This is an optimization exercise on Yosys and OpenROAD, whose aim is small area, not a production implementation.
Function was checked by simulation only, so behaviour that the tests miss may differ from the original.
No activity file was given, so power comes from the tool's default toggle rates.

[design/flow/design.v]
module rfg_uart_tx #(
    parameter int BAUD_DIV = 8           
) (
    input  logic       clk,
    input  logic       rst,
    input  logic       start,
    input  logic [7:0] data,
    output logic       busy,
    output logic       done,
    output logic       txd
);
    localparam int CW = $clog2(BAUD_DIV);
    logic [CW-1:0] baud_cnt;
    logic [3:0]    bits_left;            
    logic          line;                 
    logic [7:0]    shreg;                
    assign busy = (bits_left != 4'd0);
    assign done = (bits_left == 4'd1) && (baud_cnt == '0);
    assign txd  = line;
    always_ff @(posedge clk) begin
        if (rst) begin
            bits_left <= '0;
            line      <= 1'b1;
        end else if (start) begin
            bits_left <= 4'd10;
            line      <= 1'b0;
        end else if (busy && baud_cnt == '0) begin
            bits_left <= bits_left - 4'd1;
            line      <= shreg[0];
        end
    end
    always_ff @(posedge clk) begin
        if (start) begin
            baud_cnt <= CW'(BAUD_DIV - 1);
            shreg    <= data;
        end else begin
            baud_cnt <= baud_cnt - 1'b1;
            if (baud_cnt == '0)
                shreg <= {1'b1, shreg[7:1]};
        end
    end
endmodule
module rfg_uart_rx #(
    parameter int BAUD_DIV = 8           
) (
    input  logic       clk,
    input  logic       rst,
    input  logic       rxd,
    output logic       valid,
    output logic [7:0] data,
    output logic       ferr
);
    localparam int CW = $clog2(BAUD_DIV);
    typedef enum logic [2:0] {
        S_IDLE  = 3'd0,
        S_START = 3'd1,
        S_DATA  = 3'd2,
        S_STOP  = 3'd3,
        S_BREAK = 3'd4
    } state_t;
    logic [1:0]    sync;
    logic          rx;
    state_t        state;
    logic [CW-1:0] baud_cnt;
    logic [2:0]    bit_idx;
    logic [7:0]    shreg;
    assign rx   = sync[1];
    assign data = shreg;
    assign ferr = valid && (state == S_BREAK);
    always_ff @(posedge clk) begin
        if (rst) begin
            sync  <= 2'b11;
            state <= S_IDLE;
            valid <= 1'b0;
        end else begin
            sync  <= {sync[0], rxd};
            valid <= 1'b0;
            case (state)
                S_IDLE:  if (!rx) state <= S_START;
                S_START: if (baud_cnt == '0) state <= rx ? S_IDLE : S_DATA;
                S_DATA:  if (baud_cnt == '0 && bit_idx == 3'd7) state <= S_STOP;
                S_STOP: begin
                    if (baud_cnt == '0) begin
                        valid <= 1'b1;
                        state <= rx ? S_IDLE : S_BREAK;
                    end
                end
                S_BREAK: if (rx) state <= S_IDLE;
                default: state <= S_IDLE;
            endcase
        end
    end
    always_ff @(posedge clk) begin
        if (state == S_IDLE)
            baud_cnt <= CW'(BAUD_DIV / 2 - 1);
        else
            baud_cnt <= baud_cnt - 1'b1;
        if (state == S_START)
            bit_idx <= '0;
        else if (state == S_DATA && baud_cnt == '0)
            bit_idx <= bit_idx + 3'd1;
        if (state == S_DATA && baud_cnt == '0)
            shreg <= {rx, shreg[7:1]};
    end
endmodule
module rfg_ftc #(
    parameter int          NUM_SESSIONS     = 4,
    parameter int          NUM_PORTS        = 4,
    parameter bit          CHECKSUM_XOR     = 1'b0,      
    parameter logic [7:0]  OPMAP_ID         = 8'h5A,
    parameter logic [15:0] RESET_ERROR_DATA = 16'h00FF,
    parameter int          BAUD_DIV         = 8,         
    parameter int          TICK_DIV         = 100        
) (
    input  logic                 clk,
    input  logic                 rst,
    input  logic [10:0]          bus_addr,
    input  logic [31:0]          bus_wdata,
    input  logic                 bus_we,
    input  logic                 bus_re,
    output logic [31:0]          bus_rdata,
    output logic                 irq,
    output logic [NUM_PORTS-1:0] txd,
    input  logic [NUM_PORTS-1:0] rxd,
    input  logic [NUM_PORTS-1:0] present
);
    localparam int NS = 4;
    localparam int NP = 4;
    localparam int TW = $clog2(TICK_DIV);
    localparam logic [1:0] PH_IDLE = 2'd0;
    localparam logic [1:0] PH_TX   = 2'd1;
    localparam logic [1:0] PH_RX   = 2'd2;
    localparam logic [3:0] E_NONE        = 4'd0;
    localparam logic [3:0] E_CONNECTION  = 4'd1;
    localparam logic [3:0] E_NOT_OPEN    = 4'd2;
    localparam logic [3:0] E_VALIDATION  = 4'd3;
    localparam logic [3:0] E_WR_TIMEOUT  = 4'd4;
    localparam logic [3:0] E_RD_TIMEOUT  = 4'd5;
    localparam logic [3:0] E_CKSUM       = 4'd6;
    localparam logic [3:0] E_UNSUPPORTED = 4'd7;
    localparam logic [3:0] E_ILLEGAL_OP  = 4'd8;
    localparam logic [3:0] E_GUARD_STATE = 4'd9;
    localparam logic [7:0] OP_OPEN   = 8'h01;
    localparam logic [7:0] OP_CLOSE  = 8'h02;
    localparam logic [7:0] OP_SEND   = 8'h03;
    localparam logic [7:0] OP_ENCODE = 8'h04;
    localparam logic [7:0] OP_DECODE = 8'h05;
    localparam logic [7:0] OP_GENTER = 8'h30;
    localparam logic [7:0] OP_GEXITN = 8'h31;
    localparam logic [7:0] OP_GEXITE = 8'h32;
    localparam logic [7:0] OP_GEXITF = 8'h33;
    localparam logic [7:0] WIRE_OPERATION_W = 8'h0B;
    function automatic logic [7:0] ck(input logic [7:0] b0, input logic [7:0] b1,
                                      input logic [7:0] b2, input logic [7:0] b3);
        ck = b0 + b1 + b2 + b3;
    endfunction
    function automatic logic [26:0] typed_op(input logic [7:0] op, input logic [15:0] d);
        logic        typed, mapped, valid;
        logic [7:0]  opc;
        logic [15:0] sd;
        typed  = 1'b1;
        mapped = 1'b1;
        valid  = 1'b1;
        opc    = 8'h00;
        sd     = 16'h0000;
        case (op)
            8'h10: begin opc = 8'h01; sd = d; valid = (d <= 16'd1000); end   
            8'h11: opc = 8'h02;                                              
            8'h12: begin opc = 8'h03; sd = d; valid = (d <= 16'd1000); end   
            8'h13: opc = 8'h04;                                              
            8'h14: begin opc = 8'h05; sd = d; valid = (d <= 16'd1000); end   
            8'h15: opc = 8'h06;                                              
            8'h16: begin opc = 8'h07; sd = d; valid = (d <= 16'd1000); end   
            8'h17: opc = 8'h08;                                              
            8'h18: begin opc = 8'h09; sd = d; valid = (d <= 16'd2);    end   
            8'h19: opc = 8'h0A;                                              
            8'h1A: begin opc = 8'h0B; sd = 16'h0001; end                     
            8'h1B: opc = 8'h0B;                                              
            8'h1C: opc = 8'h0C;                                              
            8'h1D: begin opc = 8'h0D; sd = RESET_ERROR_DATA; end             
            8'h1E: opc = 8'h0E;                                              
            8'h20, 8'h21, 8'h22, 8'h23: mapped = 1'b0;                       
            default: typed = 1'b0;
        endcase
        typed_op = {typed, mapped, valid, opc, sd};
    endfunction
    function automatic logic [31:0] status_view(input logic [15:0] d);
        logic [1:0] mode;
        logic [3:0] src;
        mode = (d[7:5] <= 3'd2) ? d[6:5] : 2'd3;
        src  = (d[10:8] <= 3'd5) ? {1'b0, d[10:8]} : 4'hF;
        status_view = {d, 4'h0, d[15], d[14], d[12], d[11], src, mode, d[1], d[0]};
    endfunction
    logic [NS-1:0]        open_q, done_q, guard_q, ckv_q, rxdrop_q, rxferr_q, ovr_q, ie_q;
    logic [NS-1:0]        infl_q;                
    logic [NS-1:0][1:0]   phase_q, conn_q;
    logic [NS-1:0][3:0]   err_q;
    logic [NS-1:0][2:0]   gdis_q;                
    logic [NS-1:0][2:0]   rxcnt_q, txld_q, psel_q;
    logic [NS-1:0][7:0]   lastop_q, dev_q, rxck_q, expck_q;
    logic [NS-1:0][5:0]   respop_q;
    logic [NS-1:0][15:0]  wrt_q, rdt_q, cnt_q;
    logic [NS-1:0][31:0]  resp_q;
    logic [NS-1:0][39:0]  txf_q, cin_q;
    logic [NS-1:0][39:0]  rxf_q;                 
    logic [NP-1:0]        enable_q;
    logic [TW-1:0]        tick_cnt;
    logic                 tick;
    logic [NP-1:0]        tx_start, tx_busy, tx_done;
    logic [NP-1:0][7:0]   tx_data;
    logic [NP-1:0]        rx_valid, rx_ferr;
    logic [NP-1:0][7:0]   rx_data;
    genvar gp;
    generate
        for (gp = 0; gp < NP; gp++) begin : g_port
            rfg_uart_tx #(.BAUD_DIV(BAUD_DIV)) u_tx (
                .clk(clk), .rst(rst), .start(tx_start[gp]), .data(tx_data[gp]),
                .busy(tx_busy[gp]), .done(tx_done[gp]), .txd(txd[gp])
            );
            rfg_uart_rx #(.BAUD_DIV(BAUD_DIV)) u_rx (
                .clk(clk), .rst(rst), .rxd(rxd[gp]),
                .valid(rx_valid[gp]), .data(rx_data[gp]), .ferr(rx_ferr[gp])
            );
        end
    endgenerate
    assign tick = (tick_cnt == TW'(TICK_DIV - 1));
    always_ff @(posedge clk) begin
        if (rst || tick)
            tick_cnt <= '0;
        else
            tick_cnt <= tick_cnt + 1'b1;
    end
    logic [NP-1:0]      owned;
    logic [NP-1:0][1:0] owner;
    always_comb begin
        owned = '0;
        owner = '0;
        for (int q = 0; q < NP; q++)
            for (int s = 0; s < NS; s++)
                if (open_q[s] && psel_q[s] == 3'(q)) begin
                    owned[q] = 1'b1;
                    owner[q] = owner[q] | 2'(s);
                end
    end
    logic          wr_sess;
    logic [1:0]    ws;
    logic [3:0]    wo;
    logic [NS-1:0] wsel;
    assign wr_sess = bus_we && bus_addr[10:8] == 3'b000;
    assign ws      = bus_addr[7:6];
    assign wo      = bus_addr[5:2];
    always_comb
        for (int s = 0; s < NS; s++)
            wsel[s] = wr_sess && ws == 2'(s);
    logic        w_open, w_guard;
    logic [2:0]  w_psel;
    logic [7:0]  w_dev;
    logic [39:0] w_cin;
    assign w_open  = open_q[ws];
    assign w_guard = guard_q[ws];
    assign w_psel  = psel_q[ws];
    assign w_dev   = dev_q[ws];
    assign w_cin   = cin_q[ws];
    logic [7:0]  op;
    logic [26:0] t;
    logic [1:0]  open_cause;
    logic        L_end, L_start, L_open, L_close, L_guard_set, L_guard_clr;
    logic        L_conn, L_gdis, L_txf, L_dec;
    logic [3:0]  L_code;
    logic [2:0]  L_gdis_v;
    logic [7:0]  L_cmd;
    logic [15:0] L_data;
    logic [39:0] L_frame;
    logic [7:0]  dec_exp;
    always_comb begin
        op = bus_wdata[7:0];
        t  = typed_op(op, bus_wdata[31:16]);
        if (w_open)
            open_cause = 2'd0;
        else if (w_psel[2] || !present[w_psel[1:0]])
            open_cause = 2'd1;
        else if (owned[w_psel[1:0]])
            open_cause = 2'd2;
        else if (!enable_q[w_psel[1:0]])
            open_cause = 2'd3;
        else
            open_cause = 2'd0;
        L_end = 1'b1; L_code = E_NONE; L_start = 1'b0;
        L_open = 1'b0; L_close = 1'b0; L_guard_set = 1'b0; L_guard_clr = 1'b0;
        L_conn = 1'b0; L_gdis = 1'b0; L_gdis_v = 3'd0; L_txf = 1'b0; L_dec = 1'b0;
        L_cmd  = bus_wdata[15:8];
        L_data = bus_wdata[31:16];
        case (op)
            OP_OPEN: begin
                L_conn = 1'b1;
                L_open = !w_open && open_cause == 2'd0;
                if (open_cause != 2'd0)
                    L_code = E_CONNECTION;
            end
            OP_CLOSE: L_close = w_open;
            OP_SEND: begin
                if (!w_open) begin
                    L_code = E_NOT_OPEN;
                end else begin
                    L_end   = 1'b0;
                    L_start = 1'b1;
                end
            end
            OP_ENCODE: L_txf = 1'b1;
            OP_DECODE: L_dec = 1'b1;
            OP_GENTER: begin
                if (w_guard) begin
                    L_code = E_GUARD_STATE;
                end else begin
                    L_conn = 1'b1;
                    L_open = !w_open && open_cause == 2'd0;
                    if (open_cause != 2'd0)
                        L_code = E_CONNECTION;
                    else
                        L_guard_set = 1'b1;
                end
            end
            OP_GEXITN, OP_GEXITE: begin
                L_cmd  = WIRE_OPERATION_W;
                L_data = 16'h0000;
                if (!w_guard) begin
                    L_code = E_GUARD_STATE;
                end else if (!w_open) begin
                    L_guard_clr = 1'b1;
                    L_gdis      = 1'b1;
                    L_gdis_v    = E_NOT_OPEN[2:0];
                end else begin
                    L_end   = 1'b0;
                    L_start = 1'b1;
                end
            end
            OP_GEXITF: begin
                if (!w_guard) begin
                    L_code = E_GUARD_STATE;
                end else begin
                    L_close     = w_open;
                    L_guard_clr = 1'b1;
                    L_gdis      = 1'b1;
                    L_gdis_v    = 3'b111;
                end
            end
            default: begin
                L_cmd  = t[23:16];
                L_data = t[15:0];
                if (!t[26]) begin
                    L_code = E_ILLEGAL_OP;
                end else if (!t[24]) begin
                    L_code = E_VALIDATION;
                end else if (!t[25]) begin
                    L_code = E_UNSUPPORTED;
                end else if (!w_open) begin
                    L_code = E_NOT_OPEN;
                end else begin
                    L_end   = 1'b0;
                    L_start = 1'b1;
                end
            end
        endcase
        if (L_start)
            L_txf = 1'b1;
        L_frame = {ck(w_dev, L_cmd, L_data[15:8], L_data[7:0]),
                   L_data[7:0], L_data[15:8], L_cmd, w_dev};
        dec_exp = ck(w_cin[7:0], w_cin[15:8], w_cin[23:16], w_cin[31:24]);
    end
    logic [NS-1:0]      ld;
    logic [NS-1:0][7:0] ld_byte;
    for (genvar gs = 0; gs < NS; gs++) begin : g_sess
        logic        hp, rxv, rfe, txdn, pidle;
        logic [1:0]  pi;
        logic [7:0]  rdat;
        logic        active, in_tx, in_rx;
        logic        rx_store, rx_drop, rx_fe;
        logic [2:0]  rxcnt_e;
        logic        infl_e;
        logic [15:0] cnt_inc;
        logic        wctrl, la, lstart, ovr_set;
        logic        trans, complete, wr_to, rd_to, s_end, gx, match;
        logic [7:0]  rx4, exp;
        logic [2:0]  s_code;
        always_comb begin
            pi    = psel_q[gs][1:0];
            hp    = open_q[gs] && !psel_q[gs][2];
            rxv   = hp && rx_valid[pi];
            rfe   = rx_ferr[pi];
            rdat  = rx_data[pi];
            txdn  = hp && tx_done[pi];
            pidle = hp && (!tx_busy[pi] || tx_done[pi]);
            active = phase_q[gs] != PH_IDLE;
            in_tx  = phase_q[gs] == PH_TX;
            in_rx  = phase_q[gs] == PH_RX;
            rx_store = rxv && !rfe && active && rxcnt_q[gs] < 3'd5;
            rx_drop  = rxv && !rfe && !(active && rxcnt_q[gs] < 3'd5);
            rx_fe    = rxv && rfe;
            rxcnt_e  = rxcnt_q[gs] + 3'(rx_store);
            infl_e   = infl_q[gs] && !(txdn && in_tx);
            cnt_inc  = cnt_q[gs] + 16'd1;
            wctrl   = wsel[gs] && wo == 4'h0;
            la      = wctrl && !active;
            ovr_set = wctrl && active;
            lstart  = la && L_start;
            ld[gs] = (lstart || (in_tx && txld_q[gs] < 3'd5)) && pidle;
            case (txld_q[gs])
                3'd0:    ld_byte[gs] = dev_q[gs];
                3'd1:    ld_byte[gs] = txf_q[gs][15:8];
                3'd2:    ld_byte[gs] = txf_q[gs][23:16];
                3'd3:    ld_byte[gs] = txf_q[gs][31:24];
                default: ld_byte[gs] = txf_q[gs][39:32];
            endcase
            if (lstart)
                ld_byte[gs] = dev_q[gs];
            trans    = in_tx && txld_q[gs] == 3'd5 && !infl_e;
            complete = (in_rx || trans) && rxcnt_e == 3'd5;
            wr_to    = in_tx && !trans && tick && cnt_inc == wrt_q[gs];
            rd_to    = in_rx && !complete && tick && cnt_inc == rdt_q[gs];
            s_end    = complete || wr_to || rd_to;
            rx4      = (rxcnt_q[gs] == 3'd4 && rx_store) ? rdat : rxf_q[gs][39:32];
            exp      = ck(rxf_q[gs][7:0], rxf_q[gs][15:8], rxf_q[gs][23:16], rxf_q[gs][31:24]);
            match    = rx4 == exp;
            s_code   = complete ? (match ? 3'd0 : E_CKSUM[2:0]) :
                       wr_to ? E_WR_TIMEOUT[2:0] : E_RD_TIMEOUT[2:0];
            gx       = lastop_q[gs] == OP_GEXITN || lastop_q[gs] == OP_GEXITE;
        end
        always_ff @(posedge clk) begin
            if (rst) begin
                open_q[gs]   <= 1'b0; done_q[gs]   <= 1'b0; guard_q[gs]  <= 1'b0;
                ckv_q[gs]    <= 1'b0; rxdrop_q[gs] <= 1'b0; rxferr_q[gs] <= 1'b0;
                ovr_q[gs]    <= 1'b0; ie_q[gs]     <= 1'b0; infl_q[gs]   <= 1'b0;
                phase_q[gs]  <= PH_IDLE; conn_q[gs] <= 2'd0; err_q[gs]   <= E_NONE;
                gdis_q[gs]   <= 3'b111;
                rxcnt_q[gs]  <= 3'd0; txld_q[gs]   <= 3'd0; psel_q[gs]   <= 3'(gs);
                lastop_q[gs] <= 8'd0; dev_q[gs]    <= 8'd0; rxck_q[gs]   <= 8'd0;
                expck_q[gs]  <= 8'd0; respop_q[gs] <= 6'd0;
                wrt_q[gs]    <= 16'd1000; rdt_q[gs] <= 16'd1000; cnt_q[gs] <= 16'd0;
                resp_q[gs]   <= 32'd0; txf_q[gs]   <= 40'd0; cin_q[gs]   <= 40'd0;
            end else begin
                if (rx_drop)  rxdrop_q[gs] <= 1'b1;
                if (rx_fe)    rxferr_q[gs] <= 1'b1;
                if (ovr_set)  ovr_q[gs]    <= 1'b1;
                if (wsel[gs] && wo == 4'h1) begin
                    if (bus_wdata[2])  done_q[gs]   <= 1'b0;
                    if (bus_wdata[10]) rxdrop_q[gs] <= 1'b0;
                    if (bus_wdata[11]) rxferr_q[gs] <= 1'b0;
                    if (bus_wdata[12]) ovr_q[gs]    <= 1'b0;
                end
                if (wsel[gs] && wo == 4'h2)
                    ie_q[gs] <= bus_wdata[0];
                if (wsel[gs] && wo == 4'h3 && !open_q[gs]) begin
                    dev_q[gs]  <= bus_wdata[7:0];
                    psel_q[gs] <= bus_wdata[10:8];
                end
                if (wsel[gs] && wo == 4'h4 && !open_q[gs]) begin
                    wrt_q[gs] <= (bus_wdata[15:0]  == 16'd0) ? 16'd1 : bus_wdata[15:0];
                    rdt_q[gs] <= (bus_wdata[31:16] == 16'd0) ? 16'd1 : bus_wdata[31:16];
                end
                if (wsel[gs] && wo == 4'hB) cin_q[gs][31:0]  <= bus_wdata;
                if (wsel[gs] && wo == 4'hC) cin_q[gs][39:32] <= bus_wdata[7:0];
                if (rx_store)
                    case (rxcnt_q[gs])
                        3'd0:    rxf_q[gs][7:0]   <= rdat;
                        3'd1:    rxf_q[gs][15:8]  <= rdat;
                        3'd2:    rxf_q[gs][23:16] <= rdat;
                        3'd3:    rxf_q[gs][31:24] <= rdat;
                        default: rxf_q[gs][39:32] <= rdat;
                    endcase
                if (la) begin
                    lastop_q[gs] <= op;
                    done_q[gs]   <= L_end;
                    err_q[gs]    <= L_end ? L_code : E_NONE;
                    if (L_conn)      conn_q[gs]  <= open_cause;
                    if (L_open)      open_q[gs]  <= 1'b1;
                    if (L_close)     open_q[gs]  <= 1'b0;
                    if (L_guard_set) guard_q[gs] <= 1'b1;
                    if (L_guard_clr) guard_q[gs] <= 1'b0;
                    if (L_gdis)      gdis_q[gs]  <= L_gdis_v;
                    if (L_txf)       txf_q[gs]   <= L_frame;
                    if (L_dec) begin
                        resp_q[gs]   <= {w_cin[23:16], w_cin[31:24], w_cin[15:8], w_cin[7:0]};
                        respop_q[gs] <= OP_DECODE[5:0];
                        rxck_q[gs]   <= w_cin[39:32];
                        expck_q[gs]  <= dec_exp;
                        ckv_q[gs]    <= w_cin[39:32] == dec_exp;
                    end
                end
                if (lstart) begin
                    phase_q[gs] <= PH_TX;
                    cnt_q[gs]   <= 16'd0;
                    rxcnt_q[gs] <= 3'd0;
                    txld_q[gs]  <= 3'(ld[gs]);
                    infl_q[gs]  <= ld[gs];
                end else begin
                    rxcnt_q[gs] <= rxcnt_e;
                    infl_q[gs]  <= infl_e || ld[gs];
                    if (ld[gs])
                        txld_q[gs] <= txld_q[gs] + 3'd1;
                    if (trans)
                        cnt_q[gs] <= 16'd0;
                    else if (tick && active)
                        cnt_q[gs] <= cnt_inc;
                    if (trans)
                        phase_q[gs] <= PH_RX;
                end
                if (complete) begin
                    rxck_q[gs]  <= rx4;
                    expck_q[gs] <= exp;
                    ckv_q[gs]   <= match;
                    if (match) begin
                        resp_q[gs]   <= {rxf_q[gs][23:16], rxf_q[gs][31:24],
                                         rxf_q[gs][15:8], rxf_q[gs][7:0]};
                        respop_q[gs] <= lastop_q[gs][5:0];
                    end
                end
                if (s_end) begin
                    phase_q[gs] <= PH_IDLE;
                    done_q[gs]  <= 1'b1;
                    if (gx) begin
                        gdis_q[gs]  <= s_code;
                        open_q[gs]  <= 1'b0;
                        guard_q[gs] <= 1'b0;
                    end else begin
                        err_q[gs] <= {1'b0, s_code};
                    end
                end
            end
        end
    end
    always_comb begin
        for (int q = 0; q < NP; q++) begin
            tx_start[q] = 1'b0;
            tx_data[q]  = 8'h00;
            for (int s = 0; s < NS; s++)
                if (psel_q[s][1:0] == 2'(q) && ld[s]) begin
                    tx_start[q] = 1'b1;
                    tx_data[q]  = tx_data[q] | ld_byte[s];
                end
        end
    end
    always_ff @(posedge clk) begin
        if (rst)
            enable_q <= '1;
        else if (bus_we && bus_addr[10:2] == 9'b100000001)
            enable_q <= bus_wdata[NP-1:0];
    end
    logic [31:0] rd_val;
    always_comb begin
        logic [1:0] s;
        logic [2:0] rc;
        logic [39:0] rxm;
        s      = bus_addr[7:6];
        rc     = rxcnt_q[s];
        rxm    = rxf_q[s];
        for (int i = 0; i < 5; i++)
            if (rc <= 3'(i))
                rxm[8*i +: 8] = 8'h00;
        rd_val = 32'h0;
        if (bus_addr[10:8] == 3'b000) begin
            case (bus_addr[5:2])
                4'h1: rd_val = {lastop_q[s], &gdis_q[s], gdis_q[s], 1'b0, rxcnt_q[s], 1'b0,
                                phase_q[s], ovr_q[s], rxferr_q[s], rxdrop_q[s], ckv_q[s],
                                guard_q[s], err_q[s],
                                (err_q[s] == E_WR_TIMEOUT || err_q[s] == E_RD_TIMEOUT ||
                                 err_q[s] == E_CKSUM),
                                done_q[s], (phase_q[s] != PH_IDLE), open_q[s]};
                4'h2: rd_val = {31'h0, ie_q[s]};
                4'h3: rd_val = {21'h0, psel_q[s], dev_q[s]};
                4'h4: rd_val = {rdt_q[s], wrt_q[s]};
                4'h5: rd_val = resp_q[s];
                4'h6: rd_val = {2'b00, respop_q[s], txf_q[s][39:32], expck_q[s], rxck_q[s]};
                4'h7: rd_val = txf_q[s][31:0];
                4'h8: rd_val = {24'h0, txf_q[s][39:32]};
                4'h9: rd_val = rxm[31:0];
                4'hA: rd_val = {24'h0, rxm[39:32]};
                4'hB: rd_val = cin_q[s][31:0];
                4'hC: rd_val = {24'h0, cin_q[s][39:32]};
                4'hD: rd_val = status_view(resp_q[s][31:16]);
                4'hE: rd_val = {cnt_q[s], 5'h0, txld_q[s] - 3'(infl_q[s]), 1'b0, txld_q[s],
                                2'b0, conn_q[s]};
                default: rd_val = 32'h0;
            endcase
        end else if (bus_addr[10:6] == 5'b10000) begin
            case (bus_addr[5:2])
                4'h0: rd_val = {8'h01, OPMAP_ID, 7'h0, 1'b0, 4'(NP), 4'(NS)};
                4'h1: rd_val = 32'(enable_q);
                4'h2: for (int q = 0; q < NP; q++)
                          rd_val[4*q +: 4] = owned[q] ? {2'b10, owner[q]} : 4'h0;
                4'h3: rd_val = {16'h0, 8'(tx_busy), 8'(present)};
                4'h4: rd_val = 32'(done_q & ie_q);
                default: rd_val = 32'h0;
            endcase
        end
    end
    always_ff @(posedge clk) begin
        if (rst || !bus_re)
            bus_rdata <= 32'h0;
        else
            bus_rdata <= rd_val;
    end
    assign irq = |(done_q & ie_q);
endmodule
[design/flow/run.sh]
#!/bin/bash
# synth_recipe.tcl (not shown) runs the flow's synth.tcl, then flattens the netlist and writes it again
# the make line also repeats each setting of config.mk as NAME=value (left out here)
make -C /OpenROAD-flow-scripts/flow DESIGN_CONFIG=/design/flow/config.mk WORK_HOME=/design/flow/orfs CLKGATE_MAP_FILE= SYNTH_SCRIPT=/design/flow/synth_recipe.tcl finish
[design/flow/config.mk]
export PLATFORM = sky130hd
export DESIGN_NAME = rfg_ftc
export DESIGN_NICKNAME = rfg_ftc
export VERILOG_FILES = /design/flow/design.v
export SDC_FILE = /design/flow/constraint.sdc
export NUM_CORES = 4
export LEC_CHECK = 0
export CAP_MARGIN = 20
export CORE_MARGIN = 2
export CORE_UTILIZATION = 40
export SLEW_MARGIN = 20
[design/flow/constraint.sdc]
create_clock -name core_clock -period 11.0 [get_ports {clk}]
set_input_delay 2.2000 -clock core_clock [delete_from_list [all_inputs] [get_ports {clk}]]
set_output_delay 2.2000 -clock core_clock [all_outputs]
set_load 0.01 [all_outputs]
==> impl_results.html, run 1 <==
<table>
<tr><th>Metric</th><th>Value</th></tr>
<tr><th colspan="2">Synthesis</th></tr>
<tr><td>Async set-reset flop share out of synthesis</td><td>0%</td></tr>
<tr><td>Synth Register Bits</td><td>1255</td></tr>
<tr><td>Synth warn</td><td>3</td></tr>
<tr><td>Unique masters post-synth</td><td>111</td></tr>
<tr><td>Netlist area before placement</td><td>68500 sq um</td></tr>
<tr><td>Sequential element share of the synthesized area</td><td>39.9%</td></tr>
<tr><td>Number of cells produced by synthesis</td><td>7441</td></tr>
<tr><td>Mean post-synth cell area</td><td>9.21 sq um</td></tr>
<tr><td>Count of flip-flops with a built-in enable after synthesis</td><td>224</td></tr>
<tr><td>Syn nets</td><td>7689</td></tr>
<tr><td>Flip-flop cell with the highest count after synthesis</td><td>dfxtp_1</td></tr>
<tr><th colspan="2">Die</th></tr>
<tr><td>Die span in y</td><td>418 um</td></tr>
<tr><td>Die Wd</td><td>418 um</td></tr>
<tr><td>Boundary Pins</td><td>92</td></tr>
<tr><td>Die Outline Area</td><td>175000 sq um</td></tr>
<tr><td>Initial core utilization</td><td>40.4%</td></tr>
<tr><td>Number of standard-cell rows in the floorplan</td><td>151</td></tr>
<tr><td>Core area</td><td>170000 sq um</td></tr>
<tr><th colspan="2">Placed design</th></tr>
<tr><td>Count of buffers from port buffering</td><td>89</td></tr>
<tr><td>HPWL Detailed</td><td>230 mm</td></tr>
<tr><td>Area after detailed placement</td><td>71100 sq um</td></tr>
<tr><td>Global placer's final weighted congestion</td><td>1.01</td></tr>
<tr><th colspan="2">Critical path</th></tr>
<tr><td>Crit path max-delay family</td><td>buffers and inverters</td></tr>
<tr><td>Largest fanout on the critical path</td><td>19</td></tr>
<tr><td>Critical path's most frequent cell</td><td>inv_1</td></tr>
<tr><td>Worst-path cell with the longest stage delay</td><td>clkdlybuf4s50_1</td></tr>
<tr><td>Slowest cell delay on critical path</td><td>950 ps</td></tr>
<tr><td>Worst Setup Start Kind</td><td>input port</td></tr>
<tr><td>Arr. time, crit path</td><td>8710 ps</td></tr>
<tr><td>Req. time, crit path</td><td>11720 ps</td></tr>
<tr><td>Start-to-end type of the worst setup path</td><td>input port to register</td></tr>
<tr><td>Number of buffers and inverters on the critical path</td><td>7</td></tr>
<tr><td>Endpoint class of the critical path</td><td>register</td></tr>
<tr><td>Worst path cell trace</td><td>clkdlybuf4s50_1, buf_4, nor3b_1, o21ai_0, o311ai_1, nand2b_1, a21oi_1, inv_1, fa_1, inv_1, fa_1, inv_1, ha_1, inv_1, fa_1, inv_1, a21oi_1, o21bai_1, a21o_1, a21oi_1, xnor3_1, xnor2_1, mux2i_1, nand2_1</td></tr>
<tr><th colspan="2">Pwr</th></tr>
<tr><td>Total Power</td><td>0.0101 W</td></tr>
<tr><td>Portion of total power attributed to the clock network</td><td>49.5%</td></tr>
<tr><td>Peak supply drop</td><td>0.159 mV</td></tr>
<tr><td>Power per unit of standard cell area</td><td>133 nW/um^2</td></tr>
<tr><td>Switching part of the total</td><td>24.9%</td></tr>
<tr><td>Leak Pwr</td><td>24.9 nW</td></tr>
<tr><td>Internal power of the cells</td><td>0.00759 W</td></tr>
<tr><td>Comb power frac</td><td>4.3%</td></tr>
<tr><td>Part of the power in registers</td><td>46.2%</td></tr>
<tr><td>Net switching power of the design</td><td>0.00252 W</td></tr>
<tr><th colspan="2">Clock network</th></tr>
<tr><td>Root cell of the clock tree</td><td>clkbuf_16</td></tr>
<tr><td>Post-CTS repair timing setup buffer count</td><td>0</td></tr>
<tr><td>Clock insertion delay at the later pin of the skew report</td><td>840 ps</td></tr>
<tr><td>Cts hold-fix bufs</td><td>0</td></tr>
<tr><td>Number of cells upsized or downsized after cts</td><td>0</td></tr>
<tr><td>CTS tree</td><td>yes</td></tr>
<tr><td>Total clock buffers created by CTS</td><td>147</td></tr>
<tr><td>Clock Sink Count</td><td>1255</td></tr>
<tr><td>Clock-pin transition on the worst setup and hold timing paths</td><td>60 ps</td></tr>
<tr><td>Clock Path Buffers</td><td>3</td></tr>
<tr><td>CTS H-tree depth</td><td>4</td></tr>
<tr><th colspan="2">Cells and area</th></tr>
<tr><td>Utilization after layout</td><td>44.8%</td></tr>
<tr><td>Fill cell total of the finished layout</td><td>16200</td></tr>
<tr><td>Most common library cell in the layout ignoring fill and taps</td><td>nand2_1</td></tr>
<tr><td>Area growth syn-to-layout</td><td>11.0%</td></tr>
<tr><td>Fraction of final layout cells with drive strength greater than 1</td><td>11.2%</td></tr>
<tr><td>Most used cells in the layout excluding fill and tap cells</td><td>nand2_1 (1208), dfxtp_1 (1028), a21oi_1 (654), nor2_1 (568), mux4_2 (277)</td></tr>
<tr><td>Finished layout cell area</td><td>76100 sq um</td></tr>
<tr><td>Net count, final</td><td>7472</td></tr>
<tr><th colspan="2">Drt</th></tr>
<tr><td>DR vias/cell</td><td>6.59</td></tr>
<tr><td>Routed Antenna Nets</td><td>0</td></tr>
<tr><td>Vias after detailed routing</td><td>63000</td></tr>
<tr><td>Uppermost layer routed</td><td>met5</td></tr>
<tr><td>Met3 wire length</td><td>41.0 mm</td></tr>
<tr><td>Aggregate routed wire length</td><td>318 mm</td></tr>
<tr><td>Post-Route M1 WL</td><td>120 mm</td></tr>
<tr><td>First-pass DRT Iterations</td><td>10</td></tr>
<tr><td>Routed met2 length</td><td>131 mm</td></tr>
<tr><td>First-iteration detailed-routing DRC count</td><td>10200</td></tr>
<tr><td>Average routed wire per standard cell</td><td>33.2 um</td></tr>
<tr><td>DRC violations left</td><td>0</td></tr>
<tr><th colspan="2">STA</th></tr>
<tr><td>Measured slew at the worst slew-check pin</td><td>1230 ps</td></tr>
<tr><td>Final-report setup violation count</td><td>0</td></tr>
<tr><td>Setup TNS after final layout</td><td>0 ps</td></tr>
<tr><td>Achievable frequency</td><td>125 MHz</td></tr>
<tr><td>Worst slew margin relative to its limit</td><td>17.3%</td></tr>
<tr><td>Final Hold Violating Endpoints</td><td>0</td></tr>
<tr><td>Fraction of the cycle the final worst path needs</td><td>72.6%</td></tr>
<tr><td>Minimum period implied by the final worst setup slack</td><td>7990 ps</td></tr>
<tr><td>Setup repair after global routing missed its margin</td><td>false</td></tr>
<tr><td>Total count of max-transition violations in the final report</td><td>0</td></tr>
<tr><td>Maximum clock skew at final layout</td><td>50.2 ps</td></tr>
<tr><th colspan="2">Run</th></tr>
<tr><td>Maxcap violations</td><td>0</td></tr>
<tr><th colspan="2">Global route</th></tr>
<tr><td>Antenna violations before repair</td><td>22</td></tr>
<tr><td>Largest net degree at the start of global routing</td><td>257</td></tr>
<tr><td>Overall routing resource usage</td><td>35.5%</td></tr>
<tr><td>Via count of the first global-routing pass</td><td>58200</td></tr>
<tr><td>Total congestion overflow after global routing</td><td>0</td></tr>
<tr><td>Wire length of the first global-routing pass</td><td>445 mm</td></tr>
<tr><th colspan="2">Hold path</th></tr>
<tr><td>Path type of the worst min-delay path</td><td>register to register</td></tr>
<tr><th colspan="2">Run status</th></tr>
<tr><td>Run status</td><td>complete, no violations</td></tr>
</table>
-- layer usage --
metal,track usage [%],vias up
met5,0,-
met3,10.6,933
li1,-,26600
met4,23.9,20
met2,50.5,4410
met1,46.3,31100
-- worst reg2reg max path, cell delays in order, from the launching register on --
cell and delay [ps]:
edfxtp_1 540, fa_1 550, fa_1 410, ha_1 220, fa_1 460, a21o_1 200, a21oi_1 210, o21bai_1 90
a21oi_1 390, xnor3_1 440, a211oi_2 800, nand2_2 120, buf_4 460, nor2_1 290, a211oi_1 70
-- final timing paths --
check                                                 from                          to  slack, ps  cells after the start
worst max register to register                   rxf_q[17]                   resp_q[3]       5560                     14
worst min-delay path            g_port[2].u_rx.baud_cnt[0]  g_port[2].u_rx.baud_cnt[0]        380                      1
worst max-delay path                          bus_wdata[4]                   txf_q[39]       3010                     24
worst min register to register  g_port[2].u_rx.baud_cnt[0]  g_port[2].u_rx.baud_cnt[0]        380                      1
-- cell families after synthesis --
family | after synthesis | synth area share, %
AO/OA/AOI/OAI | 1730 | 16.7
flip-flops | 1255 | 39.9
adder cells (fa/ha/maj) | 194 | 4.46
buffers and inverters | 748 | 4.43
multiplexers | 459 | 11.8
XOR/XNOR | 332 | 4.42
AND/OR/NAND/NOR | 2723 | 18.3
-- power by group through the flow --
| stage | clock network, W | logic [W] | registers, W |
|---|---|---|---|
| 6_report | 0.00501 | 0.000435 | 0.00467 |
| 2_1_floorplan | 0 | 0.000237 | 0.00477 |
| 3_3_place_gp | 0 | 0.000414 | 0.00477 |
| 3_5_place_dp | 0 | 0.000416 | 0.00477 |
| 4_1_cts | 0.00503 | 0.000417 | 0.00467 |
| 5_1_grt | 0.00520 | 0.000440 | 0.00467 |
-- flip-flops by register name (all words and copies together), names as in the netlist, 16 cells and up --
register and cells:
bus_rdata 32, cin_q 160, cnt_q 64, dev_q 32, err_q 16, expck_q 32, g_port.u_rx.shreg 32, g_port.u_tx.bits_left 16
g_port.u_tx.shreg 32, lastop_q 32, rdt_q 64, resp_q 128, respop_q 24, rxck_q 32, rxf_q 160, txf_q 160
wrt_q 64
-- synth_stat cells, types with 25 or more instances --
cell type | n | area, sq um
xor2_1 | 103 | 902
dfxtp_1 | 1031 | 20600
a211oi_1 | 236 | 1770
buf_2 | 80 | 400
nand3b_1 | 70 | 526
nor3b_1 | 30 | 225
a21oi_1 | 654 | 3270
a31oi_1 | 49 | 307
fa_1 | 84 | 1680
nor3_1 | 221 | 1110
o22ai_1 | 91 | 569
and2_1 | 37 | 231
mux4_2 | 277 | 6240
and3_1 | 35 | 219
mux2i_1 | 172 | 1720
nor2_1 | 587 | 2200
a22o_1 | 55 | 482
inv_1 | 130 | 488
nand4_1 | 52 | 325
clkbuf_1 | 463 | 1740
buf_1 | 43 | 161
edfxtp_1 | 224 | 6730
nand2b_1 | 38 | 238
nor4_1 | 45 | 282
a22oi_1 | 153 | 1150
ha_1 | 109 | 1360
or2_2 | 25 | 156
a221oi_1 | 87 | 762
o21ai_0 | 138 | 691
nand3_1 | 159 | 796
xnor2_1 | 220 | 1930
nand2_1 | 1209 | 4540
nor2b_1 | 88 | 551
-- area by class of cell --
type                    count  area, sq um  share of cell area (%)
clock buffers             214         4260                    5.60
well taps                2218         2780                    3.65
multi-input cells        5438        38400                    50.5
clock inverters            56          573                   0.753
flip-flops and latches   1255        27400                    36.0
inverters                 133          499                   0.656
diodes                      6         15.0                  0.0197
repair buffers            249         2170                    2.85
-- stage by stage --
| stage | worst slack (ps) | hold slack (ps) | instances |
|---|---|---|---|
| detailed placement | 2330 | 369 | 9291 |
| floorplan | 3620 | 358 | 7441 |
| CTS | 3190 | 382 | 9561 |
| finish | 3010 | 378 | 9569 |
| global placement | 2340 | 364 | 9290 |
| global route | 2520 | 389 | 9565 |
==> run 2: changes to the inputs <==
--- a/design/flow/design.v
+++ b/design/flow/design.v
@@ -185,4 +185,12 @@
         typed_op = {typed, mapped, valid, opc, sd};
     endfunction
+    function automatic logic [15:0] inc16(input logic [15:0] a);
+        logic c;
+        c = 1'b1;
+        for (int i = 0; i < 16; i++) begin
+            inc16[i] = a[i] ^ c;
+            c        = c & a[i];
+        end
+    endfunction
     function automatic logic [31:0] status_view(input logic [15:0] d);
         logic [1:0] mode;
@@ -229,5 +237,5 @@
             tick_cnt <= '0;
         else
-            tick_cnt <= tick_cnt + 1'b1;
+            tick_cnt <= TW'(inc16(16'(tick_cnt)));
     end
     logic [NP-1:0]      owned;
@@ -399,5 +407,5 @@
             rxcnt_e  = rxcnt_q[gs] + 3'(rx_store);
             infl_e   = infl_q[gs] && !(txdn && in_tx);
-            cnt_inc  = cnt_q[gs] + 16'd1;
+            cnt_inc  = inc16(cnt_q[gs]);
             wctrl   = wsel[gs] && wo == 4'h0;
             la      = wctrl && !active;
@@ -548,36 +556,35 @@
     logic [31:0] rd_val;
     always_comb begin
-        logic [1:0] s;
-        logic [2:0] rc;
+        logic [2:0]  rc;
         logic [39:0] rxm;
-        s      = bus_addr[7:6];
-        rc     = rxcnt_q[s];
-        rxm    = rxf_q[s];
+        logic [3:0]  e;
+        rc  = rxcnt_q[ws];
+        rxm = rxf_q[ws];
         for (int i = 0; i < 5; i++)
             if (rc <= 3'(i))
                 rxm[8*i +: 8] = 8'h00;
+        e = err_q[ws];
         rd_val = 32'h0;
         if (bus_addr[10:8] == 3'b000) begin
             case (bus_addr[5:2])
-                4'h1: rd_val = {lastop_q[s], &gdis_q[s], gdis_q[s], 1'b0, rxcnt_q[s], 1'b0,
-                                phase_q[s], ovr_q[s], rxferr_q[s], rxdrop_q[s], ckv_q[s],
-                                guard_q[s], err_q[s],
-                                (err_q[s] == E_WR_TIMEOUT || err_q[s] == E_RD_TIMEOUT ||
-                                 err_q[s] == E_CKSUM),
-                                done_q[s], (phase_q[s] != PH_IDLE), open_q[s]};
-                4'h2: rd_val = {31'h0, ie_q[s]};
-                4'h3: rd_val = {21'h0, psel_q[s], dev_q[s]};
-                4'h4: rd_val = {rdt_q[s], wrt_q[s]};
-                4'h5: rd_val = resp_q[s];
-                4'h6: rd_val = {2'b00, respop_q[s], txf_q[s][39:32], expck_q[s], rxck_q[s]};
-                4'h7: rd_val = txf_q[s][31:0];
-                4'h8: rd_val = {24'h0, txf_q[s][39:32]};
+                4'h1: rd_val = {lastop_q[ws], &gdis_q[ws], gdis_q[ws], 1'b0, rc, 1'b0,
+                                phase_q[ws], ovr_q[ws], rxferr_q[ws], rxdrop_q[ws], ckv_q[ws],
+                                w_guard, e,
+                                (e == E_WR_TIMEOUT || e == E_RD_TIMEOUT || e == E_CKSUM),
+                                done_q[ws], (phase_q[ws] != PH_IDLE), w_open};
+                4'h2: rd_val = {31'h0, ie_q[ws]};
+                4'h3: rd_val = {21'h0, w_psel, w_dev};
+                4'h4: rd_val = {rdt_q[ws], wrt_q[ws]};
+                4'h5: rd_val = resp_q[ws];
+                4'h6: rd_val = {2'b00, respop_q[ws], txf_q[ws][39:32], expck_q[ws], rxck_q[ws]};
+                4'h7: rd_val = txf_q[ws][31:0];
+                4'h8: rd_val = {24'h0, txf_q[ws][39:32]};
                 4'h9: rd_val = rxm[31:0];
                 4'hA: rd_val = {24'h0, rxm[39:32]};
-                4'hB: rd_val = cin_q[s][31:0];
-                4'hC: rd_val = {24'h0, cin_q[s][39:32]};
-                4'hD: rd_val = status_view(resp_q[s][31:16]);
-                4'hE: rd_val = {cnt_q[s], 5'h0, txld_q[s] - 3'(infl_q[s]), 1'b0, txld_q[s],
-                                2'b0, conn_q[s]};
+                4'hB: rd_val = w_cin[31:0];
+                4'hC: rd_val = {24'h0, w_cin[39:32]};
+                4'hD: rd_val = status_view(resp_q[ws][31:16]);
+                4'hE: rd_val = {cnt_q[ws], 5'h0, txld_q[ws] - 3'(infl_q[ws]), 1'b0, txld_q[ws],
+                                2'b0, conn_q[ws]};
                 default: rd_val = 32'h0;
             endcase
--- a/design/flow/config.mk
+++ b/design/flow/config.mk
@@ -9,3 +9,6 @@
 export CORE_MARGIN = 2
 export CORE_UTILIZATION = 40
+export CTS_BUF_LIST = sky130_fd_sc_hd__clkbuf_8
+export CTS_CLUSTER_DIAMETER = 45
+export CTS_CLUSTER_SIZE = 12
 export SLEW_MARGIN = 20
==> run 2 against run 1 <==
Against the previous run: critical path type unchanged; routed wire length down 5.6%; still clean on timing, DRC and antenna; non-clock buffer count up 8; sequential power about the same; count of clock-buffer cells in the layout down 27; worst setup slack worse by 670 ps; die area down 2.7%.
==> impl_results.html, run 2 <==
<table>
<tr><th>Metric</th><th>Value</th></tr>
<tr><th colspan="2">Pwr</th></tr>
<tr><td>Net switching power of the design</td><td>0.00247 W</td></tr>
<tr><td>Portion of total power attributed to the clock network</td><td>46.7%</td></tr>
<tr><td>Switching part of the total</td><td>25.9%</td></tr>
<tr><td>Internal power of the cells</td><td>0.00705 W</td></tr>
<tr><td>Part of the power in registers</td><td>49.0%</td></tr>
<tr><td>Power per unit of standard cell area</td><td>129 nW/um^2</td></tr>
<tr><td>Peak supply drop</td><td>0.154 mV</td></tr>
<tr><td>Leak Pwr</td><td>25.3 nW</td></tr>
<tr><td>Comb power frac</td><td>4.3%</td></tr>
<tr><th colspan="2">Clock network</th></tr>
<tr><td>Clock-pin transition on the worst setup and hold timing paths</td><td>80 ps</td></tr>
<tr><td>Clock Path Buffers</td><td>3</td></tr>
<tr><td>Post-CTS repair timing setup buffer count</td><td>0</td></tr>
<tr><td>Root cell of the clock tree</td><td>clkbuf_8</td></tr>
<tr><td>Total clock buffers created by CTS</td><td>173</td></tr>
<tr><td>CTS H-tree depth</td><td>4</td></tr>
<tr><td>Clock Sink Count</td><td>1255</td></tr>
<tr><td>CTS tree</td><td>yes</td></tr>
<tr><td>Clock insertion delay at the later pin of the skew report</td><td>990 ps</td></tr>
<tr><td>Cts hold-fix bufs</td><td>0</td></tr>
<tr><td>Number of cells upsized or downsized after cts</td><td>0</td></tr>
<tr><th colspan="2">Synthesis</th></tr>
<tr><td>Sequential element share of the synthesized area</td><td>41.0%</td></tr>
<tr><td>Synthesized-area fraction occupied by adder cells</td><td>5.62%</td></tr>
<tr><td>Top cells by instance count after synthesis</td><td>nand2_1 (1290), dfxtp_1 (1031), a21oi_1 (765)</td></tr>
<tr><td>Unique masters post-synth</td><td>100</td></tr>
<tr><td>Synthesized-area fraction occupied by ao, oa, aoi and oai cells</td><td>16.0%</td></tr>
<tr><td>Most area-hungry cell type in the Yosys netlist</td><td>dfxtp_1</td></tr>
<tr><td>Syn nets</td><td>7441</td></tr>
<tr><td>Flip-flop cell with the highest count after synthesis</td><td>dfxtp_1</td></tr>
<tr><td>Count of flip-flops with a built-in enable after synthesis</td><td>224</td></tr>
<tr><td>Synth top area share</td><td>31.0%</td></tr>
<tr><td>Number of cells produced by synthesis</td><td>7137</td></tr>
<tr><td>Synthesized-area fraction occupied by and/or/nand/nor cells</td><td>16.6%</td></tr>
<tr><td>Synth warn</td><td>3</td></tr>
<tr><td>Netlist area before placement</td><td>66700 sq um</td></tr>
<tr><td>Largest family of logic cells by synthesized area</td><td>simple AND/OR/NAND/NOR gates</td></tr>
<tr><td>Leading post-synthesis cells by cell area</td><td>dfxtp_1 (31%), edfxtp_1 (10%), mux4_2 (9.7%), nand2_1 (7.3%), a21oi_1 (5.7%)</td></tr>
<tr><td>Dominant cell by count in the synthesized netlist</td><td>nand2_1</td></tr>
<tr><td>Fraction of synthesized area in multiplexers</td><td>13.2%</td></tr>
<tr><td>XOR/XNOR share of the synthesized area</td><td>3.52%</td></tr>
<tr><td>Synth Register Bits</td><td>1255</td></tr>
<tr><td>Async set-reset flop share out of synthesis</td><td>0%</td></tr>
<tr><td>Mean post-synth cell area</td><td>9.34 sq um</td></tr>
<tr><th colspan="2">Cells and area</th></tr>
<tr><td>Most common library cell in the layout ignoring fill and taps</td><td>nand2_1</td></tr>
<tr><td>Number of non-filler instances in the completed layout</td><td>9332</td></tr>
<tr><td>Most used cells in the layout excluding fill and tap cells</td><td>nand2_1 (1286), dfxtp_1 (1031), a21oi_1 (763), nor2_1 (481), mux4_2 (288)</td></tr>
<tr><td>Net count, final</td><td>7297</td></tr>
<tr><td>Fraction of final layout cells with drive strength greater than 1</td><td>13.3%</td></tr>
<tr><td>Largest registers</td><td>cin_q: 160 flops, rxf_q: 160 flops, txf_q: 160 flops</td></tr>
<tr><td>Fill cell total of the finished layout</td><td>15900</td></tr>
<tr><td>Area growth syn-to-layout</td><td>10.6%</td></tr>
<tr><td>Area of combinational cells with multiple inputs</td><td>36900 sq um</td></tr>
<tr><td>Sequential cell area</td><td>27400 sq um</td></tr>
<tr><th colspan="2">Critical path</th></tr>
<tr><td>Start-to-end type of the worst setup path</td><td>input port to register</td></tr>
<tr><td>Reg2reg path depth</td><td>22</td></tr>
<tr><td>Largest fanout on the critical path</td><td>32</td></tr>
<tr><td>Endpoint class of the critical path</td><td>register</td></tr>
<tr><td>Worst Setup Start Kind</td><td>input port</td></tr>
<tr><td>Req. time, crit path</td><td>11830 ps</td></tr>
<tr><td>Minimum setup slack among reg-to-reg paths</td><td>3720 ps</td></tr>
<tr><td>Start of the worst register-to-register path</td><td>cnt_q[48]</td></tr>
<tr><td>Arr. time, crit path</td><td>9480 ps</td></tr>
<tr><td>RR Endpoint</td><td>err_q[13]</td></tr>
<tr><th colspan="2">Drt</th></tr>
<tr><td>DRC violations left</td><td>0</td></tr>
<tr><td>Vias after detailed routing</td><td>60700</td></tr>
<tr><td>First-iteration detailed-routing DRC count</td><td>9183</td></tr>
<tr><td>DR vias/cell</td><td>6.51</td></tr>
<tr><td>Routed Antenna Nets</td><td>0</td></tr>
<tr><td>Aggregate routed wire length</td><td>300 mm</td></tr>
<tr><td>Average routed wire per standard cell</td><td>32.2 um</td></tr>
<tr><td>First-pass DRT Iterations</td><td>8</td></tr>
<tr><th colspan="2">Global route</th></tr>
<tr><td>Overall routing resource usage</td><td>34.4%</td></tr>
<tr><td>Total congestion overflow after global routing</td><td>0</td></tr>
<tr><td>Wire length of the first global-routing pass</td><td>419 mm</td></tr>
<tr><td>Largest net degree at the start of global routing</td><td>232</td></tr>
<tr><td>Antenna violations before repair</td><td>24</td></tr>
<tr><td>Via count of the first global-routing pass</td><td>56100</td></tr>
<tr><th colspan="2">Die</th></tr>
<tr><td>Core area</td><td>165000 sq um</td></tr>
<tr><td>Die span in y</td><td>412 um</td></tr>
<tr><td>Die Wd</td><td>412 um</td></tr>
<tr><td>Number of standard-cell rows in the floorplan</td><td>149</td></tr>
<tr><td>Boundary Pins</td><td>92</td></tr>
<tr><td>Die Outline Area</td><td>170000 sq um</td></tr>
<tr><td>Initial core utilization</td><td>40.4%</td></tr>
<tr><th colspan="2">STA</th></tr>
<tr><td>Final critical-path setup slack</td><td>2340 ps</td></tr>
<tr><td>Final Hold Violating Endpoints</td><td>0</td></tr>
<tr><td>Fraction of the cycle the final worst path needs</td><td>78.7%</td></tr>
<tr><td>Setup TNS after final layout</td><td>0 ps</td></tr>
<tr><td>Maximum clock skew at final layout</td><td>78.9 ps</td></tr>
<tr><td>Achievable frequency</td><td>116 MHz</td></tr>
<tr><td>Measured slew at the worst slew-check pin</td><td>1340 ps</td></tr>
<tr><td>Minimum period implied by the final worst setup slack</td><td>8660 ps</td></tr>
<tr><td>Setup repair after global routing missed its margin</td><td>false</td></tr>
<tr><td>Total count of max-transition violations in the final report</td><td>0</td></tr>
<tr><td>Final-report setup violation count</td><td>0</td></tr>
<tr><td>Worst slew margin relative to its limit</td><td>10.8%</td></tr>
<tr><th colspan="2">Run</th></tr>
<tr><td>Maxcap violations</td><td>0</td></tr>
<tr><th colspan="2">Hold path</th></tr>
<tr><td>Path type of the worst min-delay path</td><td>register to register</td></tr>
<tr><td>Hold Startpoint</td><td>g_port[2].u_rx.baud_cnt[0]</td></tr>
<tr><td>Min-Delay Path Depth</td><td>1</td></tr>
<tr><td>Worst hold endpoint</td><td>g_port[2].u_rx.baud_cnt[0]</td></tr>
<tr><th colspan="2">Placed design</th></tr>
<tr><td>Placed instance count</td><td>9006</td></tr>
<tr><td>Worst setup slack before clock tree synthesis</td><td>1720 ps</td></tr>
<tr><td>HPWL Detailed</td><td>213 mm</td></tr>
<tr><td>Count of buffers from port buffering</td><td>89</td></tr>
<tr><td>Global placer's final weighted congestion</td><td>1.03</td></tr>
<tr><th colspan="2">Run status</th></tr>
<tr><td>Run status</td><td>complete, no violations</td></tr>
</table>
run 2: changes by cell type after synthesis, moves of 40 or more:
cell,change
nor2_1,-84
o21ai_0,-44
a211oi_1,-98
nor3_1,-110
nand2_1,+81
mux2_2,+40
nand3_1,+56
a21oi_1,+111
nand3b_1,-61
ha_1,+56
xnor2_1,-60
run 2: routing by layer:
metal	vias up	share of wire [%]	global-route usage [%]
li1	25500	-	-
met1	29600	37	43.8
met2	4489	41	49.5
met3	1053	13	11.3
met4	20	8.4	23.2
met5	-	0.062	0
run 2: layout make-up:
class                   instances  area share, %
repair buffers                257           2.98
well taps                    2189           3.71
flip-flops and latches       1255           37.1
clock buffers                 187           3.49
inverters                     105          0.543
clock inverters               129           2.11
multi-input cells            5201           50.0
diodes                          9         0.0305
run 2: critical path: stages:
cell             delay, ps
clkdlybuf4s50_1        450
buf_4                  510
nor4bb_2              1040
nor2b_1                290
and2_1                 170
o21ai_0                 90
a21oi_1                190
buf_4                  220
or2_2                  600
a32oi_1                460
fa_1                   600
fa_1                   460
inv_1                   80
ha_1                   200
inv_1                   80
fa_1                   450
inv_1                   70
a21oi_1                 50
o21bai_1               190
a21o_1                 160
a21oi_1                100
xnor2_1                210
xnor2_1                100
xnor2_1                320
a211oi_1               130
run 2: worst max path at each step:
stage               cells after the start         end  slack (ps)          from
global route                           25  txf_q[119]        2290  bus_wdata[5]
global placement                       25  txf_q[159]        1270  bus_wdata[5]
finish                                 25   txf_q[79]        2340  bus_wdata[5]
detailed placement                     25  txf_q[159]        1720  bus_wdata[5]
CTS                                    25  txf_q[159]        2730  bus_wdata[5]
floorplan                              19    ckv_q[0]        3670   bus_addr[6]
run 2: cells by family (layout without fill, tap and decap cells):
| logic type | Yosys count | count (layout) |
|---|---|---|
| flops | 1255 | 1255 |
| mux | 514 | 514 |
| simple gates | 2513 | 2513 |
| buf+inv | 681 | 678 |
| compound gates | 1657 | 1657 |
| other cells | 0 | 9 |
| fa+ha+maj | 249 | 249 |
| xor+xnor | 268 | 268 |
run 2: power by group through the flow:
| stage | Clock, W | Combinational, W | Sequential (W) |
|---|---|---|---|
| after floorplan | 0 | 0.000224 | 0.00477 |
| after global placement | 0 | 0.000391 | 0.00477 |
| after detailed placement | 0 | 0.000391 | 0.00477 |
| after CTS | 0.00446 | 0.000393 | 0.00466 |
| after global routing | 0.00464 | 0.000416 | 0.00466 |
| final | 0.00444 | 0.000413 | 0.00466 |
run 2: per-stage QoR:
step | area, sq um | utilization, % | total power (W) | hold WS (ps)
2_1_floorplan | 66700 | - | 0.00499 | 358
3_3_place_gp | 69600 | 42.1 | 0.00516 | 365
3_5_place_dp | 69600 | 42.1 | 0.00516 | 369
4_1_cts | 73700 | 44.6 | 0.00951 | 386
5_1_grt | 73700 | 44.6 | 0.00972 | 400
6_report | 73700 | 44.6 | 0.00952 | 382
==> run 3: changes to the inputs <==
==> design/flow/flow/run.sh (new file) <==
#!/bin/bash
# Layout flow: the standard flow (standard.sh), with three changes.
# * After the standard synthesis has written its netlist, the combinational
#   logic between the registers is mapped again by ABC for area (resyn.tcl);
#   the registers, their names and cell types, and the ports are left as the
#   standard synthesis made them. The standard flow goes on from that netlist.
# * Clock tree synthesis inserts no dummy loads (the tree is not padded to
#   balance its branches; timing is met without it).
# * Each input and output port gets its buffer as in the standard flow, but
#   a buf_2 rather than the default clkdlybuf4s50_1 delay cell.
# Each tool's full output goes to a log file of its own in this folder.
set -euo pipefail
W=$PWD
R=$W/orfs/results/$FLOW_PLATFORM/rfg_ftc/base

# 1. standard synthesis, up to its netlist
bash standard.sh "$R/1_2_yosys.v" > "$W/log_1_standard_synth.txt" 2>&1

# 2. re-map the combinational logic for area
YOSYS=$(command -v yosys || echo "$FLOW_HOME/../tools/install/yosys/bin/yosys")
cp "$R/1_2_yosys.v" "$W/standard_1_2_yosys.v"
RESYN_IN="$W/standard_1_2_yosys.v" RESYN_OUT="$W/resyn_1_2_yosys.v" \
    RESYN_LIB="$FLOW_HOME/platforms/$FLOW_PLATFORM/lib/sky130_fd_sc_hd__tt_025C_1v80.lib" \
    "$YOSYS" -c flow/resyn.tcl > "$W/log_2_resyn.txt" 2>&1
cp "$W/resyn_1_2_yosys.v" "$R/1_2_yosys.v"
touch "$R/1_2_yosys.v"

# 3. the rest of the standard flow, from the re-mapped netlist
CTS="-sink_clustering_enable -repair_clock_nets -dont_use_dummy_load"
CTS="$CTS -buf_list sky130_fd_sc_hd__clkbuf_8 -sink_clustering_size 12 -sink_clustering_max_diameter 45"
bash standard.sh "CTS_ARGS=$CTS" "BUFFER_PORTS_ARGS=-buffer_cell sky130_fd_sc_hd__buf_2" finish \
    > "$W/log_3_standard_layout.txt" 2>&1
==> design/flow/flow/resyn.tcl (new file) <==
# Re-map the standard synthesis's combinational logic for area. The register
# cells are kept as black boxes, so every register keeps its instance name and
# cell; the library's combinational cells are read as logic, flattened, and
# mapped again by ABC with an area-oriented script.
yosys -import
set lib $::env(RESYN_LIB)
read_liberty -ignore_miss_func $lib
read_verilog $::env(RESYN_IN)
hierarchy -top rfg_ftc
blackbox sky130_fd_sc_hd__*df* sky130_fd_sc_hd__*dl* sky130_fd_sc_hd__conb_*
flatten
opt_clean -purge
tee -o resyn_before.stat stat
abc -liberty $lib -dont_use *lpflow* -dont_use *probe* \
    -script {+strash;&get,-n;&fraig,-x;&put;scorr;dc2;strash;dc2;strash;&get,-n;&dch,-f;&nf,-R,1000,-p;&put}
setundef -zero
splitnets
opt_clean -purge
hilomap -singleton -hicell sky130_fd_sc_hd__conb_1 HI -locell sky130_fd_sc_hd__conb_1 LO
tee -o resyn_after.stat stat -liberty $lib
write_verilog -noattr -nohex -nodec $::env(RESYN_OUT)
==> design/flow/standard.sh (new file) <==
#!/bin/bash
# synth_recipe.tcl (not shown) runs the flow's synth.tcl, then flattens the netlist and writes it again
# the make line also repeats each setting of config.mk as NAME=value (left out here)
make -C /OpenROAD-flow-scripts/flow DESIGN_CONFIG=/design/flow/config.mk WORK_HOME=/design/flow/orfs CLKGATE_MAP_FILE= SYNTH_SCRIPT=/design/flow/synth_recipe.tcl "${@:-finish}"
removed: design/flow/run.sh
==> run 3 against run 2 <==
Against the previous run: still clean; first-iteration DRC count increased by 17%; cell count rose by 3.2%; worst setup slack improved by 1300 ps; synthesized cell count is 0.27% lower; utilization up 0.62 points; flip-flop and latch count stayed put; maximum frequency up 17%; highest routed layer unchanged.
==> impl_results.html, run 3 <==
<table>
<tr><th>Metric</th><th>Value</th></tr>
<tr><th colspan="2">Run status</th></tr>
<tr><td>Run status</td><td>complete, no violations</td></tr>
<tr><th colspan="2">Cells and area</th></tr>
<tr><td>Fraction of final layout cells with drive strength greater than 1</td><td>7.38%</td></tr>
<tr><td>Largest registers</td><td>cin_q: 160 flops, rxf_q: 160 flops, txf_q: 160 flops</td></tr>
<tr><td>Net count, final</td><td>7662</td></tr>
<tr><td>Most common library cell in the layout ignoring fill and taps</td><td>nand2_1</td></tr>
<tr><td>Most used cells in the layout excluding fill and tap cells</td><td>nand2_1 (1380), dfxtp_1 (1031), a21oi_1 (922), nor2_1 (759), o21ai_0 (415)</td></tr>
<tr><td>Area growth syn-to-layout</td><td>12.5%</td></tr>
<tr><td>Fill cell total of the finished layout</td><td>15000</td></tr>
<tr><th colspan="2">STA</th></tr>
<tr><td>Worst Hold Slack</td><td>408 ps</td></tr>
<tr><td>Fraction of the cycle the final worst path needs</td><td>67.3%</td></tr>
<tr><td>Final-report setup violation count</td><td>0</td></tr>
<tr><td>Minimum period implied by the final worst setup slack</td><td>7400 ps</td></tr>
<tr><td>Measured slew at the worst slew-check pin</td><td>1340 ps</td></tr>
<tr><td>Total count of max-transition violations in the final report</td><td>0</td></tr>
<tr><td>Setup TNS after final layout</td><td>0 ps</td></tr>
<tr><td>Maximum clock skew at final layout</td><td>140 ps</td></tr>
<tr><td>Setup repair after global routing missed its margin</td><td>false</td></tr>
<tr><td>Final critical-path setup slack</td><td>3600 ps</td></tr>
<tr><td>Worst slew margin relative to its limit</td><td>9.70%</td></tr>
<tr><td>Achievable frequency</td><td>135 MHz</td></tr>
<tr><td>Final Hold Violating Endpoints</td><td>0</td></tr>
<tr><th colspan="2">Global route</th></tr>
<tr><td>Total congestion overflow after global routing</td><td>0</td></tr>
<tr><td>Antenna violations before repair</td><td>32</td></tr>
<tr><td>Largest net degree at the start of global routing</td><td>131</td></tr>
<tr><td>Wire length of the first global-routing pass</td><td>425 mm</td></tr>
<tr><td>Overall routing resource usage</td><td>38.3%</td></tr>
<tr><td>Via count of the first global-routing pass</td><td>57600</td></tr>
<tr><th colspan="2">Critical path</th></tr>
<tr><td>Req. time, crit path</td><td>11910 ps</td></tr>
<tr><td>Critical path's most frequent cell</td><td>nor2_1</td></tr>
<tr><td>Number of buffers and inverters on the critical path</td><td>3</td></tr>
<tr><td>Slowest cell delay on critical path</td><td>860 ps</td></tr>
<tr><td>Worst-path cell with the longest stage delay</td><td>a21oi_1</td></tr>
<tr><td>Reg2reg path depth</td><td>15</td></tr>
<tr><td>Endpoint class of the critical path</td><td>register</td></tr>
<tr><td>Arr. time, crit path</td><td>8310 ps</td></tr>
<tr><td>RR Endpoint</td><td>resp_q[9]</td></tr>
<tr><td>Worst Setup Start Kind</td><td>input port</td></tr>
<tr><td>Start-to-end type of the worst setup path</td><td>input port to register</td></tr>
<tr><td>Crit path max-delay family</td><td>simple AND/OR/NAND/NOR gates</td></tr>
<tr><td>Start of the worst register-to-register path</td><td>open_q[0]</td></tr>
<tr><td>Minimum setup slack among reg-to-reg paths</td><td>3750 ps</td></tr>
<tr><td>Largest fanout on the critical path</td><td>22</td></tr>
<tr><th colspan="2">Pwr</th></tr>
<tr><td>Internal power of the cells</td><td>0.00614 W</td></tr>
<tr><td>Comb power frac</td><td>5.0%</td></tr>
<tr><td>Power per unit of standard cell area</td><td>122 nW/um^2</td></tr>
<tr><td>Peak supply drop</td><td>0.0983 mV</td></tr>
<tr><td>Net switching power of the design</td><td>0.00211 W</td></tr>
<tr><td>Portion of total power attributed to the clock network</td><td>38.4%</td></tr>
<tr><td>Leak Pwr</td><td>21.3 nW</td></tr>
<tr><td>Switching part of the total</td><td>25.6%</td></tr>
<tr><td>Part of the power in registers</td><td>56.6%</td></tr>
<tr><th colspan="2">Clock network</th></tr>
<tr><td>CTS tree</td><td>yes</td></tr>
<tr><td>Clock insertion delay at the later pin of the skew report</td><td>980 ps</td></tr>
<tr><td>Clock Sink Count</td><td>1255</td></tr>
<tr><td>CTS H-tree depth</td><td>4</td></tr>
<tr><td>Cts hold-fix bufs</td><td>0</td></tr>
<tr><td>Root cell of the clock tree</td><td>clkbuf_8</td></tr>
<tr><td>Clock Path Buffers</td><td>3</td></tr>
<tr><td>Clock-pin transition on the worst setup and hold timing paths</td><td>70 ps</td></tr>
<tr><td>Total clock buffers created by CTS</td><td>176</td></tr>
<tr><td>Number of cells upsized or downsized after cts</td><td>0</td></tr>
<tr><td>Post-CTS repair timing setup buffer count</td><td>0</td></tr>
<tr><th colspan="2">Drt</th></tr>
<tr><td>Uppermost layer routed</td><td>met5</td></tr>
<tr><td>Average routed wire per standard cell</td><td>31.4 um</td></tr>
<tr><td>Post-Route M1 WL</td><td>113 mm</td></tr>
<tr><td>Routed met2 length</td><td>123 mm</td></tr>
<tr><td>Aggregate routed wire length</td><td>303 mm</td></tr>
<tr><td>First-pass DRT Iterations</td><td>10</td></tr>
<tr><td>Routed Antenna Nets</td><td>0</td></tr>
<tr><td>Vias after detailed routing</td><td>63500</td></tr>
<tr><td>DRC violations left</td><td>0</td></tr>
<tr><td>Met3 wire length</td><td>40.0 mm</td></tr>
<tr><td>DR vias/cell</td><td>6.60</td></tr>
<tr><td>First-iteration detailed-routing DRC count</td><td>10800</td></tr>
<tr><th colspan="2">Die</th></tr>
<tr><td>Die span in y</td><td>392 um</td></tr>
<tr><td>Core area</td><td>150000 sq um</td></tr>
<tr><td>Boundary Pins</td><td>92</td></tr>
<tr><td>Initial core utilization</td><td>40.2%</td></tr>
<tr><td>Die Outline Area</td><td>154000 sq um</td></tr>
<tr><td>Number of standard-cell rows in the floorplan</td><td>142</td></tr>
<tr><td>Die Wd</td><td>392 um</td></tr>
<tr><th colspan="2">Synthesis</th></tr>
<tr><td>Netlist area before placement</td><td>60200 sq um</td></tr>
<tr><td>Number of cells produced by synthesis</td><td>7118</td></tr>
<tr><td>Mean post-synth cell area</td><td>8.46 sq um</td></tr>
<tr><td>Synth warn</td><td>3</td></tr>
<tr><td>Syn nets</td><td>7173</td></tr>
<tr><th colspan="2">Hold path</th></tr>
<tr><td>Min-Delay Path Depth</td><td>1</td></tr>
<tr><td>Hold Startpoint</td><td>g_port[2].u_rx.sync[0]</td></tr>
<tr><td>Path type of the worst min-delay path</td><td>register to register</td></tr>
<tr><td>Worst hold endpoint</td><td>g_port[2].u_rx.sync[1]</td></tr>
<tr><th colspan="2">Placed design</th></tr>
<tr><td>HPWL Detailed</td><td>218 mm</td></tr>
<tr><td>Worst setup slack before clock tree synthesis</td><td>2840 ps</td></tr>
<tr><td>Global placer's final weighted congestion</td><td>1.03</td></tr>
<tr><td>Count of buffers from port buffering</td><td>89</td></tr>
<tr><th colspan="2">Run</th></tr>
<tr><td>Maxcap violations</td><td>0</td></tr>
</table>
run 3: final cells by class:
cell class                      instances  area, sq um  share of cell area (%)
Antenna cell                           14         35.0                  0.0517
Inverter                               41          159                   0.235
Sequential cell                      1255        27400                    40.4
Multi-Input combinational cell       5822        33000                    48.8
Timing Repair Buffer                  311         2180                    3.23
Clock buffer                          176         2420                    3.58
Tap cell                             2016         2520                    3.72
run 3: worst register-to-register path: stages (launching register included):
cell and delay [ps]:
dfxtp_1 310, buf_4 200, nor2b_1 660, a21boi_0 470
nor3b_1 720, nand2_1 630, mux2_1 540, xnor2_1 250
nand4_1 180, a21oi_1 160, o211ai_1 140, nor3_1 830
nand3_1 550, nand2_1 770, buf_4 490, o21ai_0 220
run 3: per-stage QoR:
stage	cell area, sq um	total power [W]	utilization, %	std cells
2_1_floorplan	60200	0.00491	-	7118
3_3_place_gp	65200	0.00516	43.6	9444
3_5_place_dp	65200	0.00516	43.6	9445
4_1_cts	67600	0.00824	45.2	9621
5_1_grt	67700	0.00842	45.2	9623
6_report	67700	0.00825	45.3	9635
run 3: worst max path at each step:
stage | startpoint | to | cells past startpoint | slack, ps
6_report | bus_wdata[7] | txf_q[119] | 25 | 3600
2_1_floorplan | bus_addr[7] | g_port[1].u_tx.shreg[0] | 11 | 1700
4_1_cts | bus_wdata[7] | txf_q[119] | 25 | 3860
5_1_grt | bus_wdata[6] | txf_q[119] | 28 | 3300
3_5_place_dp | bus_wdata[7] | txf_q[119] | 25 | 2840
3_3_place_gp | bus_wdata[6] | txf_q[119] | 27 | 2870
run 3: routing by layer:
layer	track usage, %	vias to the layer above
met5	0	-
met1	48.7	30300
met4	27.4	32
li1	-	27700
met2	54.8	4547
met3	11.8	1051
run 3: power groups by stage:
stage	registers (W)	clock network, W	logic [W]
after floorplan	0.00477	0	0.000139
after global placement	0.00477	0	0.000386
after detailed placement	0.00477	0	0.000388
after CTS	0.00467	0.00318	0.000389
after global routing	0.00467	0.00334	0.000411
final	0.00467	0.00317	0.000413

==> separate check: timing with driven ports <==
In the flow no input, the clock included, has a driving cell. The finished layouts below were timed again as built, in two steps.
Step 1 sets driving cells, clkbuf_16 on the clock port and buf_2 on the other inputs (assumed; they add their load-dependent delay and slew).
Step 2 also shifts input and output timing later by t, the mid clock arrival at the registers, as if the neighbouring blocks saw the same clock.
Three values: no drivers, after step 1, after step 2; two values: the first two.
| run | t, ns | setup WS [ns] |
|---|---|---|
| run 1 | 0.902 | 3.014 / 2.981 / 2.079 |
| run 2 | 1.044 | 2.344 / 2.410 / 1.366 |
| run 3 | 0.996 | 3.598 / 3.656 / 2.659 |
After both steps setup and hold are still met in every run listed.
